This is an optimization exercise on Yosys and OpenROAD, whose aim is small area, a short achievable clock period and few clock cycles per item, not a production implementation.
The RTL was checked by simulation tests, not by an equivalence proof against the original design.
Power is estimated from default activity; no workload was simulated.

== main ==
## fdtu
module fdtu (
    input  wire         clk,
    input  wire         rst,           
    input  wire         cmd_valid,
    output reg          cmd_ready,
    input  wire [159:0] cmd_data,
    input  wire         fin_valid,
    output reg          fin_ready,
    input  wire [31:0]  fin_data,
    output reg          out_valid,
    output reg  [31:0]  out_data,
    output reg          busy,
    output reg          fault,
    output reg  [1:0]   fault_code,
    output wire [31:0]  fault_pos,
    output wire [31:0]  fault_info0,
    output wire [31:0]  fault_info1
);
Size: about 2800 flip-flops, roughly 330 I/O pins.
==> flow/config.mk <==
export PLATFORM = sky130hd
export DESIGN_NAME = fdtu
export DESIGN_NICKNAME = fdtu
export VERILOG_FILES = /design/flow/design.v
export SDC_FILE = /design/flow/constraint.sdc
export NUM_CORES = 4
export LEC_CHECK = 0
export CAP_MARGIN = 20
export CORE_MARGIN = 2
export CORE_UTILIZATION = 45
export CTS_CLUSTER_DIAMETER = 100
export CTS_CLUSTER_SIZE = 24
export GPL_ROUTABILITY_DRIVEN = 1
export GPL_TIMING_DRIVEN = 1
export PLACE_DENSITY = 0.6
export SLEW_MARGIN = 20
export TNS_END_PERCENT = 100
==> flow/constraint.sdc <==
create_clock -name core_clock -period 12.0 [get_ports {clk}]
set_input_delay 2.4000 -clock core_clock [delete_from_list [all_inputs] [get_ports {clk}]]
set_output_delay 2.4000 -clock core_clock [all_outputs]
set_load 0.01 [all_outputs]
standard.sh (not shown) runs the stock make flow with config.mk's settings and CLKGATE_MAP_FILE= SYNTH_SCRIPT=/design/flow/synth_recipe.tcl, a recipe that flattens the netlist after the stock synthesis.
==> flow/flow/run.sh <==
#!/bin/bash
set -uo pipefail
MARGIN=$(cat flow/margin.txt)
bash standard.sh SETUP_SLACK_MARGIN=$MARGIN \
    'BUFFER_PORTS_ARGS=-buffer_cell sky130_fd_sc_hd__buf_4' finish > standard_flow.log 2>&1
==> flow/flow/margin.txt <==
8
Testbench counts of main, summed over its fixed seeds: cycles 66,684, commands 25,600.
Input changes introduced in the feature branch (baseline for comparison: main):
--- a/flow/design.v
+++ b/flow/design.v
@@ -61,25 +61,25 @@
     reg         wb_v;                 
     reg [4:0]   wb_k;
     reg [31:0]  wb_c, wb_z;
     reg         q_v;                  
     reg [31:0]  q_d;
     reg         scan_act;
     reg [4:0]   scan_cnt;
     reg         fill_act;
     reg [4:0]   fill_cnt;             
     reg [N-1:0] skip;                 
     assign fault_pos   = pos;
     assign fault_info0 = a_cmd[31:0];
-    assign fault_info1 = a_cmd[159:128];
+    assign fault_info1 = a_cmd[63:32];
     wire [31:0] w0 = a_cmd[31:0];
     wire [31:0] X  = a_cmd[63:32];
     wire [31:0] Y  = a_cmd[95:64];
     wire [31:0] Z  = a_cmd[127:96];
     wire [31:0] T  = a_cmd[159:128];
     wire [7:0]  op = w0[7:0];
     wire [2:0]  cd = w0[10:8];
     wire [2:0]  cs = w0[13:11];
     reg [31:0] rcd, rcs;
     integer g;
     always @(*) begin
         rcd = 32'd0;
@@ -351,25 +351,25 @@
     wire [1:0] i_fcode = !i_legal ? FC_ILLEGAL : (i_ucd || i_ucs) ? FC_UNINIT : FC_COORD;
     function conflict;
         input [C_NC-1:0] c;
         input [4:0]      k;
         input            sa;
         input [4:0]      sc;
         input            fa;
         input [4:0]      fc;
         input            qv;
         begin
             conflict = (qv && (c[C_SCAN] || (sa && c[C_EMIT]))) ||
                        (sa && ((c[C_SCAN] && sc != 5'd31) ||
-                               (c[C_FILL] && sc < 5'd24) || c[C_CLRC] || (c[C_RDC] && k != sc) ||
+                               (c[C_FILL] && sc < 5'd24) || c[C_CLRC] || c[C_RDC] ||
                                ((c[C_DRAW] || c[C_PUT]) && (k > sc)))) ||
                        (fa && (c[C_SCAN] || c[C_FILL] || c[C_CLRC] || c[C_CLRD] ||
                                ((c[C_RDC] || c[C_RDD]) && !({~k[4:3], k[2:0]} < fc))));
         end
     endfunction
     wire acc        = cmd_valid && cmd_ready;
     wire fault_n    = fault || flt_x;
     wire a_valid_n  = acc || (a_valid && !(ok_q || flt_q));
     wire scan_act_n = scan_go || (scan_act && scan_cnt != 5'd31);
     wire [4:0] scan_cnt_n = (scan_go && !scan_act) ? 5'd1 : scan_cnt + 5'd1;    
     wire fill_end   = fill_we && fill_cnt == 5'd31;
     wire fill_act_n = fill_go || (fill_act && !fill_end);
@@ -433,31 +433,29 @@
             q_v       <= q_v_n;
             if (flt_x) begin
                 fault      <= 1'b1;
                 fault_code <= a_fcode;
             end
             if (ok_q) pos <= pos + 32'd1;
             cmark <= mark_n;
         end
     end
     always @(posedge clk) begin
         if (flt_x) begin
             if (a_fcode == FC_UNINIT) begin
-                a_cmd[31:0]    <= {29'd0, a_ureg};
-                a_cmd[159:128] <= 32'd0;
+                a_cmd[31:0]  <= {29'd0, a_ureg};
+                a_cmd[63:32] <= 32'd0;
             end else if (a_fcode == FC_COORD) begin
-                a_cmd[31:0]    <= X;
-                a_cmd[159:128] <= Y;
-            end else begin
-                a_cmd[159:128] <= X;
+                a_cmd[31:0]  <= X;
+                a_cmd[63:32] <= Y;
             end
         end else if (acc) begin
             a_cmd <= cmd_data;
         end else if (mul_q) begin
             a_cmd[127:32] <= nprods;
         end
         if (acc) begin
             a_cls   <= cls;
             a_wf    <= i_wf;
             a_fcode <= i_fcode;
             a_ureg  <= i_ucd ? i_cd : i_cs;
             a_k     <= i_k;
--- outcome ---
The feature branch — area growth from synthesis to final layout 2.1 points lower, main as reference
When the feature branch is measured against main, its worst setup slack turns out 0.030 ns lower.
Diff main -> the feature branch | total setup buffers inserted after CTS | down by more than 10%
The feature branch vs main, fraction of power consumed by combinational cells went down by 3.9 points.
The feature branch: cell count after synthesis is 235 lower than what main reported.
Testbench counts of the feature branch, summed over its fixed seeds: cycles 67,303, commands 25,600.

static timing again, ports no longer ideal:
The flow's constraints put no driver on any port. The routed layouts listed below were extracted and timed again, unchanged, in two steps.
Step 1, drivers: a clkbuf_16 drives clk and a buf_2 each remaining input, both assumed.
Step 2 times the ports against the registers' clock, not the clock port: input delays grow and output delays shrink by t, the midpoint of the rising clock arrivals with the driver on.
Three values: ideal, step 1, step 2; two values: the first two.
| run | shift t [ns] | slack for setup (ns) | worst setup path at the end | clock arrival spread, ns | worst register clock-pin slew, ns |
|---|---|---|---|---|---|
| main | 0.978 | 7.232 / 7.232 / 6.676 | input to register | 0.079 / 0.078 | 0.11 / 0.11 |
| the feature branch | 0.977 | 7.202 / 7.202 / 6.442 | input to register | 0.094 / 0.094 | 0.11 / 0.11 |
After both steps every run listed still meets setup and hold. For the feature branch, which loses most, drivers alone change the setup slack by 0.000 ns; drivers and shift together by -0.760 ns.
